This design comes from an exercise in tuning for small area on the open sky130 flow, not from production work. At most, simulation tests tie the RTL to the original design; equivalence was not proved. No activity file was given, so power comes from the tool's default toggle rates.

run A:
==> flow/design.v <==
module drv_side (
    input  wire       clk,
    input  wire       rst,
    input  wire       wr,         
    input  wire       nz,         
    input  wire [7:0] nd,         
    input  wire       off,        
    output wire [11:0] cmp,
    output wire [1:0]  dir,
    output wire [7:0]  duty,
    output wire        nzd,       
    output wire        neg,       
    output wire        ten        
);
    reg [7:0] m;      
    reg [1:0] q;
    always @(posedge clk) begin
        if (wr && nz)
            m <= nd;
    end
    always @(posedge clk) begin
        if (rst)
            q <= 2'b01;
        else if (wr && nz)
            q <= 2'b11;
        else if ((wr && !nz) || off)
            q <= {1'b0, q[0] & ~q[1]} | {q[1] & ~wr, 1'b0};
    end
    wire       s = m[7];
    wire [6:0] v = s ? m[6:0] + 7'd100 : 7'd100 - m[6:0];    
    assign nzd  = q[1];
    assign neg  = s;
    assign ten  = ~m[5];
    assign duty = q[1] ? m : 8'd0;
    assign dir  = (q == 2'b11) ? {~s, s} : 2'b00;
    assign cmp  = (q == 2'b01) ? 12'd3199 : {v, 5'd0};
endmodule
module yunqi_io (
    input  wire        clk,
    input  wire        rst,
    input  wire        op_valid,
    input  wire [3:0]  op,
    input  wire [7:0]  op_arg,
    input  wire        echo,
    output wire [11:0] cmp_l,
    output wire [11:0] cmp_r,
    output wire [1:0]  dir_l,
    output wire [1:0]  dir_r,
    output wire signed [7:0] duty_l,
    output wire signed [7:0] duty_r,
    output reg         motor_en,
    output reg         refused,
    output reg         msg_valid,
    output wire [2:0]  msg_id,
    output wire        trig,
    output reg         echo_rdy,
    output reg         dist_valid,
    output wire [19:0] dist_bcd,
    output wire [1:0]  dist_tier
);
    localparam OP_SETL = 4'd0;
    localparam OP_SETR = 4'd1;
    localparam OP_CMD  = 4'd2;
    localparam OP_ON   = 4'd3;
    localparam OP_OFF  = 4'd4;
    localparam OP_TRIG = 4'd5;
    wire op_setl = op_valid && op == OP_SETL;
    wire op_setr = op_valid && op == OP_SETR;
    wire op_cmd  = op_valid && op == OP_CMD;
    wire op_on   = op_valid && op == OP_ON;
    wire op_off  = op_valid && op == OP_OFF;
    wire op_trig = op_valid && op == OP_TRIG;
    wire signed [7:0] arg_s = op_arg;
    wire arg_ok = (arg_s >= -8'sd100) && (arg_s <= 8'sd100);
    reg        c_wr;
    reg [2:0]  c_msg;
    always @(*) begin
        c_wr = 1'b1;
        case (op_arg)
            8'h46: c_msg = 3'd0;    
            8'h42: c_msg = 3'd1;    
            8'h4C: c_msg = 3'd2;    
            8'h52: c_msg = 3'd3;    
            8'h41: c_msg = 3'd4;    
            8'h43: c_msg = 3'd5;    
            8'h53: c_msg = 3'd6;    
            default: begin c_wr = 1'b0; c_msg = 3'd7; end
        endcase
    end
    wire c_s    = op_arg[4] & op_arg[0];                                
    wire cl_neg = ~op_arg[4] & ~op_arg[2] & (op_arg[1] ^ op_arg[0]);    
    wire cl_ten = op_arg[3];                                            
    wire cr_neg = ~op_arg[4] & ~op_arg[2] & op_arg[1];                  
    wire cr_ten = op_arg[4];                                            
    wire [7:0] c_l = cl_neg ? -8'd50 : cl_ten ? 8'd10 : 8'd50;
    wire [7:0] c_r = cr_neg ? -8'd50 : cr_ten ? 8'd10 : 8'd50;
    wire       arg_nz = op_arg != 8'd0;
    wire       wr_l = (op_setl && arg_ok) || (op_cmd && c_wr);
    wire       wr_r = (op_setr && arg_ok) || (op_cmd && c_wr);
    wire       nz   = op[1] ? ~c_s : arg_nz;
    wire [7:0] nd_l = op[1] ? c_l : op_arg;
    wire [7:0] nd_r = op[1] ? c_r : op_arg;
    wire nzd_l, neg_l, ten_l, nzd_r, neg_r, ten_r;
    drv_side u_l (.clk(clk), .rst(rst), .wr(wr_l), .nz(nz), .nd(nd_l), .off(op_off),
                  .cmp(cmp_l), .dir(dir_l), .duty(duty_l),
                  .nzd(nzd_l), .neg(neg_l), .ten(ten_l));
    drv_side u_r (.clk(clk), .rst(rst), .wr(wr_r), .nz(nz), .nd(nd_r), .off(op_off),
                  .cmp(cmp_r), .dir(dir_r), .duty(duty_r),
                  .nzd(nzd_r), .neg(neg_r), .ten(ten_r));
    reg  msg_unk;
    wire tl = ~neg_l & ten_l;
    wire tr = ~neg_r & ten_r;
    assign msg_id[2] = msg_unk | ~nzd_l | (neg_l ^ neg_r);
    assign msg_id[1] = msg_unk | ~nzd_l | tl | tr;
    assign msg_id[0] = msg_unk | (nzd_l & (neg_r | tr));
    always @(posedge clk) begin
        msg_unk <= !c_wr;
        if (rst) begin
            motor_en  <= 1'b0;
            refused   <= 1'b0;
            msg_valid <= 1'b0;
        end else begin
            msg_valid <= op_cmd;
            if ((op_setl || op_setr) && !arg_ok)
                refused <= 1'b1;
            if (op_on)
                motor_en <= 1'b1;
            if (op_off)
                motor_en <= 1'b0;
        end
    end
    reg [3:0] trig_st;
    always @(posedge clk) begin
        if (rst)
            trig_st <= 4'd0;
        else if (op_trig)
            trig_st <= 4'd1;
        else if (trig_st == 4'd9)
            trig_st <= 4'd0;
        else
            trig_st <= {trig_st[2:0], trig_st[3] ^ trig_st[0]};
    end
    assign trig = trig_st[3] | trig_st[2];
    reg        echo_q;
    reg [3:0]  d0, d1, d2, d3;
    reg        d4;
    reg [1:0]  a;
    reg [9:0]  b;
    wire       ov  = b >= 10'd196;           
    wire [9:0] bn  = ov ? b - 10'd196 : b + 10'd429;
    wire       cy  = ov && a == 2'd3;
    wire       h   = a[1];
    function [3:0] bcd_inc(input [3:0] d, input c);
        begin
            bcd_inc[0] = d[0] ^ c;
            bcd_inc[1] = d[1] ^ (c & d[0] & ~d[3]);
            bcd_inc[2] = d[2] ^ (c & d[0] & d[1]);
            bcd_inc[3] = d[3] ^ (c & d[0] & (d[3] | (d[1] & d[2])));
        end
    endfunction
    wire c0 = cy && d0[3] && d0[0];
    wire c1 = c0 && d1[3] && d1[0];
    wire c2 = c1 && d2[3] && d2[0];
    wire c3 = c2 && d3[3] && d3[0];
    wire wrap = d4 && d3[0] && d2[1] && d1[2] && d0[2] && d0[1] && a[0];
    wire hi3 = d4 || d3 != 4'd0;
    wire lo0 = d1 == 4'd0 && d0 == 4'd0 && !h;
    wire ge4 = d2[3] || d2[2];
    wire is2 = !d2[2] && d2[1] && !d2[0];
    wire is3 = !d2[2] && d2[1] && d2[0];
    wire t1  = hi3 || ge4 || is3 || (is2 && !lo0);
    wire t2  = hi3 || ge4 || (is3 && !lo0);
    wire load = !echo_q || wrap;
    always @(posedge clk) begin
        if (load) begin
            d0 <= 4'd0; d1 <= 4'd0; d2 <= 4'd0; d3 <= 4'd0; d4 <= 1'b0;
            a  <= 2'd2;
            b  <= 10'd0;
        end else begin
            a  <= a + {1'b0, ov};
            b  <= bn;
            d0 <= bcd_inc(d0, cy);
            d1 <= bcd_inc(d1, c0);
            d2 <= bcd_inc(d2, c1);
            d3 <= bcd_inc(d3, c2);
            d4 <= d4 ^ c3;
        end
    end
    wire fall = !echo && echo_q;
    always @(posedge clk) begin
        if (rst) begin
            echo_q     <= 1'b0;
            echo_rdy   <= 1'b0;
            dist_valid <= 1'b0;
        end else begin
            echo_q     <= echo;
            dist_valid <= fall;
            if (fall)
                echo_rdy <= 1'b1;
            else if (op_trig)
                echo_rdy <= 1'b0;
        end
    end
    assign dist_bcd  = {3'd0, d4, d3, d2, d1, d0};
    assign dist_tier = {t2, t1 && !t2};
endmodule
clock: 40.0 ns
lec_check: 0
cap_margin: 0
core_margin: 2
core_utilization: 50
slew_margin: 0
standard.sh (not shown) runs the stock make flow with config.mk's settings and CLKGATE_MAP_FILE= SYNTH_SCRIPT=/design/flow/synth_recipe.tcl, a recipe that flattens the netlist after the stock synthesis.
==> flow/flow/run.sh <==
#!/bin/bash
# The standard layout, with these changes:
#  - synthesis maps the logic with an area-oriented ABC script (flow/synth.tcl,
#    flow/area.abc); registers are mapped exactly as in the standard synthesis;
#  - port buffers use the smallest buffer cell;
#  - clock tree synthesis uses clkbuf_4 and inserts no dummy loads;
#  - one tie cell per constant value instead of one per load.
set -euo pipefail
here=$(pwd)
bash standard.sh "SYNTH_SCRIPT=$here/flow/synth.tcl" \
  "BUFFER_PORTS_ARGS=-buffer_cell sky130_fd_sc_hd__buf_1" \
  "CTS_ARGS=-sink_clustering_enable -repair_clock_nets -dont_use_dummy_load -buf_list sky130_fd_sc_hd__clkbuf_4" \
  SKIP_REPAIR_TIE_FANOUT=1 \
  finish > flow_make.log 2>&1
==> flow/flow/area.abc <==
strash
&get -n
&deepsyn -I 4 -J 50 -T 120
&put
dch -f
amap
==> flow/flow/synth.tcl <==
# The standard synthesis (synth_recipe.tcl), with ORFS's full-adder
# extraction turned off and ABC run with an area-oriented script.
set ::area_abc [file join [file dirname [file normalize [info script]]] area.abc]
proc synth {args} { yosys synth -nofsm -noshare {*}$args }
proc abc {args} {
  set i [lsearch -exact $args -script]
  if { $i >= 0 } { lset args [expr {$i + 1}] $::area_abc }
  yosys abc {*}$args
}
set ::env(ADDER_MAP_FILE) ""
source $::env(SCRIPTS_DIR)/synth.tcl
# left out here: clear keep_hierarchy, flatten, clean up, hide names made inside functions, write 1_2_yosys.v
Input-level comparison between run B and run A:
- an added GPL_TIMING_DRIVEN of 0
- a change of CAP_MARGIN from 0 to 5
- a change of SLEW_MARGIN from 0 to 5
--- a/flow/flow/synth.tcl
+++ b/flow/flow/synth.tcl
@@ -10,0 +11 @@
+set ::env(SYNTH_INSBUF) 0
## What came out
Run A → run B: total number of multi-input combinational cells stayed essentially flat, routed wire length stayed essentially flat, shortest clock period the worst path allows after layout fell by 53 ps. Relative to run A, the maximum frequency measured on run B has increased slightly. Min total power across run A and run B: run B. Re global-route wire length before repair: run A and run B aren't equal, and the higher value belongs to run B. Die area shrinks by a few percent when moving from run A to run B. Summary — hold slack, run B relative to run A: higher, by 22 ps. Total via count in the routed design: higher on run B. Compared run B vs run A, and placeable core area is down in run B. Comparing worst path setup slack after routing for run A and run B, the bigger number came from run B.
What run C does differently from run B at the input level:
- CAP_MARGIN: 5 -> 20
- GPL_TIMING_DRIVEN: 0 -> unset
- SLEW_MARGIN: 5 -> 20
--- a/flow/flow/synth.tcl
+++ b/flow/flow/synth.tcl
@@ -11 +10,0 @@
-set ::env(SYNTH_INSBUF) 0
- For run B and run C, there was not a single run that failed to finish clean.
- Run B tops out at a higher clock frequency than run C.
- Launching instance or port of the critical path = u_r.m[7]: run B; launching instance or port of the critical path = u_l.m[7]: run C
- Re worst slew margin relative to its limit: run C is 0.47 points down on run B.
- As of run C, via count had fallen slightly compared to run B.
- Routed length on met2: run B and run C compared, higher one is run B
- Changes observed in run C relative to run B: design area held; number of flip-flops and latches now sits at about the same level; final worst-path cycle share did not really move.
- Going from run B to run C, total power grows by 0.00042 mW.
The inputs of run D differ from those of run C as listed below.
- swapping 20 for 5 in SLEW_MARGIN
- swapping 20 for 5 in CAP_MARGIN
[summary]
Run D | stages: all done | timing, DRC, antenna: all pass
Taking run C as the reference, in run D total wirelength of the detailed-routed design barely changed, peak clock frequency supported by timing stayed essentially flat, wire length on met1 saw a decrease, synthesized instance count saw little to no change.
Any difference in total power between run C and run D is small enough to ignore.
Sequential share of layout area: run C vs run D, no meaningful difference
Diff run C -> run D | final area | down slightly

========
Another version of the RTL of yunqi_io (not shown whole).
For scale: roughly 400 cells after synthesis, about 91 I/O pins.
clock: 40.0 ns
lec_check: 0
cap_margin: 20
core_margin: 2
core_utilization: 40
cts_buf_list: sky130_fd_sc_hd__clkbuf_2 sky130_fd_sc_hd__clkbuf_4 sky130_fd_sc_hd__clkbuf_8
slew_margin: 20
==> flow/flow/run.sh <==
#!/bin/bash
# The standard layout, with two changes:
#  - synthesis maps the logic with an area-oriented ABC script (flow/synth.tcl);
#  - port buffers use the smallest buffer cell.
set -euo pipefail
here=$(pwd)
bash standard.sh "SYNTH_SCRIPT=$here/flow/synth.tcl" \
  "BUFFER_PORTS_ARGS=-buffer_cell sky130_fd_sc_hd__buf_1" finish > flow_make.log 2>&1
==> flow/flow/area.abc <==
strash
&get -n
&deepsyn -T 5
&put
dch -f
amap
==> flow/flow/synth.tcl <==
# The standard synthesis (synth_recipe.tcl), with ORFS's full-adder
# extraction turned off and ABC run with an area-oriented script.
set ::area_abc [file join [file dirname [file normalize [info script]]] area.abc]
proc synth {args} { yosys synth -nofsm -noshare {*}$args }
proc abc {args} {
  set i [lsearch -exact $args -script]
  if { $i >= 0 } { lset args [expr {$i + 1}] $::area_abc }
  yosys abc {*}$args
}
set ::env(ADDER_MAP_FILE) ""
source $::env(SCRIPTS_DIR)/synth.tcl
# left out here: clear keep_hierarchy, flatten, clean up, hide names made inside functions, write 1_2_yosys.v
==> next run, changes <==
==> flow/flow/run.sh (replaced) <==
#!/bin/bash
set -euo pipefail
bash standard.sh "BUFFER_PORTS_ARGS=-buffer_cell sky130_fd_sc_hd__buf_1" finish > standard_flow.log 2>&1
Settings changed: CTS_BUF_LIST sky130_fd_sc_hd__clkbuf_2 sky130_fd_sc_hd__clkbuf_4 sky130_fd_sc_hd__clkbuf_8 to sky130_fd_sc_hd__clkbuf_2 sky130_fd_sc_hd__clkbuf_4.
removed: flow/flow/area.abc
removed: flow/flow/synth.tcl
After rerunning: Non-clock buffer count drops by 1. Clock-buffer cell count drops by 2. Utilization drops by 3.3 points. Final area climbs by 23%.
No run of this note included a check of the RTL's function; only the layout flow was run.

========
Setup of the reference run:
Another version of the RTL of yunqi_io (not shown whole).
For scale: ~390 cells after synthesis, about 60 flip-flops, ~91 I/O pins, ~2800 um2 of cells after synthesis.
Settings: LEC_CHECK=0, CAP_MARGIN=5, CORE_MARGIN=2, CORE_UTILIZATION=65, SLEW_MARGIN=5; clock period 40.0 ns.
==> flow/flow/run.sh <==
#!/bin/bash
# The standard layout, with these changes:
#  - synthesis maps the logic with an area-oriented ABC script (flow/synth.tcl,
#    flow/area.abc); registers are mapped exactly as in the standard synthesis;
#  - port buffers use the smallest buffer cell;
#  - clock tree synthesis uses clkbuf_4 and inserts no dummy loads;
#  - one tie cell per constant value instead of one per load.
set -euo pipefail
here=$(pwd)
bash standard.sh "SYNTH_SCRIPT=$here/flow/synth.tcl" \
  "BUFFER_PORTS_ARGS=-buffer_cell sky130_fd_sc_hd__buf_1" \
  "CTS_ARGS=-sink_clustering_enable -repair_clock_nets -dont_use_dummy_load -buf_list sky130_fd_sc_hd__clkbuf_4" \
  SKIP_REPAIR_TIE_FANOUT=1 \
  finish > flow_make.log 2>&1
==> flow/flow/area.abc <==
strash
&get -n
&deepsyn -I 4 -J 50 -T 120
&put
dch -f
amap
==> flow/flow/synth.tcl <==
# The standard synthesis (synth_recipe.tcl), with ORFS's full-adder
# extraction turned off and ABC run with an area-oriented script.
set ::area_abc [file join [file dirname [file normalize [info script]]] area.abc]
proc synth {args} { yosys synth -nofsm -noshare {*}$args }
proc abc {args} {
  set i [lsearch -exact $args -script]
  if { $i >= 0 } { lset args [expr {$i + 1}] $::area_abc }
  yosys abc {*}$args
}
set ::env(ADDER_MAP_FILE) ""
source $::env(SCRIPTS_DIR)/synth.tcl
# left out here: clear keep_hierarchy, flatten, clean up, hide names made inside functions, write 1_2_yosys.v
Inputs modified between the reference run and the trial run:
# the reference run
export LEC_CHECK = 0
export CAP_MARGIN = 5
export CORE_MARGIN = 2
export CORE_UTILIZATION = 65
export SLEW_MARGIN = 5
create_clock -name core_clock -period 40.0 [get_ports {clk}]
# the trial run
export LEC_CHECK = 0
export CAP_MARGIN = 5
export CORE_MARGIN = 2
export CORE_UTILIZATION = 50
export SLEW_MARGIN = 5
create_clock -name core_clock -period 40.0 [get_ports {clk}]
==> run notes <==
Routed wire length came out higher on the trial run than on the reference run. In the flow results for the trial run and the reference run, the final critical path time including I/O delays and setup is smaller on the reference run. Of the trial run and the reference run, the trial run shows the lower total vias in the final route, with the reference run above it. Routed length on met3 was lower in the trial run than in the reference run.

========
Another version of the RTL of yunqi_io (not shown whole).
For scale: roughly 400 cells after synthesis, roughly 91 I/O pins, ~0.0030 mm2 of cells after synthesis.
// yunqi_io
module yunqi_io (
    input  wire        clk,
    input  wire        rst,
    input  wire        op_valid,
    input  wire [3:0]  op,
    input  wire [7:0]  op_arg,
    input  wire        echo,
    output wire [11:0] cmp_l,
    output wire [11:0] cmp_r,
    output wire [1:0]  dir_l,
    output wire [1:0]  dir_r,
    output wire signed [7:0] duty_l,
    output wire signed [7:0] duty_r,
    output reg         motor_en,
    output reg         refused,
    output reg         msg_valid,
    output reg  [2:0]  msg_id,
    output wire        trig,
    output reg         echo_rdy,
    output reg         dist_valid,
    output wire [19:0] dist_bcd,
    output wire [1:0]  dist_tier
);
export LEC_CHECK = 0
export CAP_MARGIN = 20
export CORE_MARGIN = 2
export CORE_UTILIZATION = 40
export GPL_TIMING_DRIVEN = 0
export SLEW_MARGIN = 20
create_clock -name core_clock -period 40.0 [get_ports {clk}]
==> flow/flow/area.abc <==
strash
&get -n
&deepsyn -T 5
&put
dch -f
amap
Scripts as last shown in full above: flow/flow/run.sh, flow/flow/synth.tcl
The starting point ran to the end with no violations.
Edit:
CORE_UTILIZATION = 60   (was 40)
Wire length drops by 5.2%.
Register-to-register slack improves by 0.06 ns.
Design area is lower by 1.1%.
Count of clock-buffer cells in the layout does not change.
Global-route usage went up by 7.5 points.
Edit:
==> flow/flow/area.abc (replaced) <==
strash
&get -n
&deepsyn -I 4 -J 50 -T 120
&put
dch -f
amap
CORE_UTILIZATION = 50   (was 60)
GPL_TIMING_DRIVEN = unset   (was 0)
- setup slack gains 0.25 ns
- critical path depth is unchanged
- routed wire length is higher by 4.8%
- power decreases by about 1.1%
- first-iteration DRC count decreases by 30%
- non-clock buffer count shrinks by 14
- clock power stays flat
- global-route usage decreases by 3.8 points
Edit:
==> flow/flow/run.sh (replaced) <==
#!/bin/bash
# The standard layout, with three changes:
#  - synthesis maps the logic with an area-oriented ABC script (flow/synth.tcl,
#    flow/area.abc); registers are mapped exactly as in the standard synthesis;
#  - port buffers use the smallest buffer cell;
#  - clock tree synthesis inserts no dummy loads.
set -euo pipefail
here=$(pwd)
bash standard.sh "SYNTH_SCRIPT=$here/flow/synth.tcl" \
  "BUFFER_PORTS_ARGS=-buffer_cell sky130_fd_sc_hd__buf_1" \
  "CTS_ARGS=-sink_clustering_enable -repair_clock_nets -dont_use_dummy_load -buf_list {sky130_fd_sc_hd__clkbuf_4 sky130_fd_sc_hd__clkbuf_8}" \
  finish > flow_make.log 2>&1
==> flow/flow/area.abc (replaced) <==
strash
&get -n
&deepsyn -T 5
&put
dch -f
amap
CORE_UTILIZATION = 40   (was 50)
What happened:
- The new run completed with no timing, DRC or antenna violations
- area after synthesis is unchanged
- final area went up by a few percent
- clock-buffer cell count does not change
- setup slack gets worse by 0.012 ns
- die area rose by a quarter to a third

-- afterwards: timing with drivers on the ports --
In the flow no input, the clock included, has a driving cell. The finished layouts below were timed again as built, in two steps.
Step 1: set_driving_cell puts a clkbuf_16 on clk and a buf_2 on each other input, an assumption about the parent block.
Step 2 moves the port delays by t, midway between the first and last clock arrival at a register: inputs arrive t later, outputs are due t later. That takes back most of the time a late clock gives input paths.
Three values: no drivers, after step 1, after step 2; two values: the first two.
run | shift t [ns] | slack for setup (ns) | slew at the worst register clock pin (ns)
run A | 0.420 | 29.338 / 29.312 / 29.263 | 0.10 / 0.10
run B | 0.405 | 29.391 / 29.365 / 29.222 | 0.10 / 0.10
run C | 0.419 | 29.340 / 29.313 / 29.264 | 0.10 / 0.10
run D | 0.420 | 29.338 / 29.312 / 29.263 | 0.10 / 0.10
the first run of note 2 | 0.368 | 28.921 / 28.921 / 28.553 | 0.07 / 0.07
the second run of note 2 | 0.441 | 29.490 / 29.461 / 29.582 | 0.12 / 0.12
the reference run | 0.415 | 29.402 / 29.375 / 29.511 | 0.10 / 0.10
the trial run | 0.419 | 29.294 / 29.267 / 29.482 | 0.11 / 0.11
the first run of note 4 | 0.404 | 29.007 / 29.011 / 28.607 | 0.10 / 0.10
the second run of note 4 | 0.410 | 28.966 / 28.971 / 28.561 | 0.10 / 0.10
the third run of note 4 | 0.402 | 29.211 / 29.214 / 28.811 | 0.11 / 0.11
the fourth run of note 4 | 0.360 | 29.199 / 29.206 / 28.846 | 0.07 / 0.07
After both steps setup and hold are still met in every run listed. The setup slack of the second run of note 4, which loses most, moves by +0.005 ns with the drivers and by -0.405 ns with both steps.
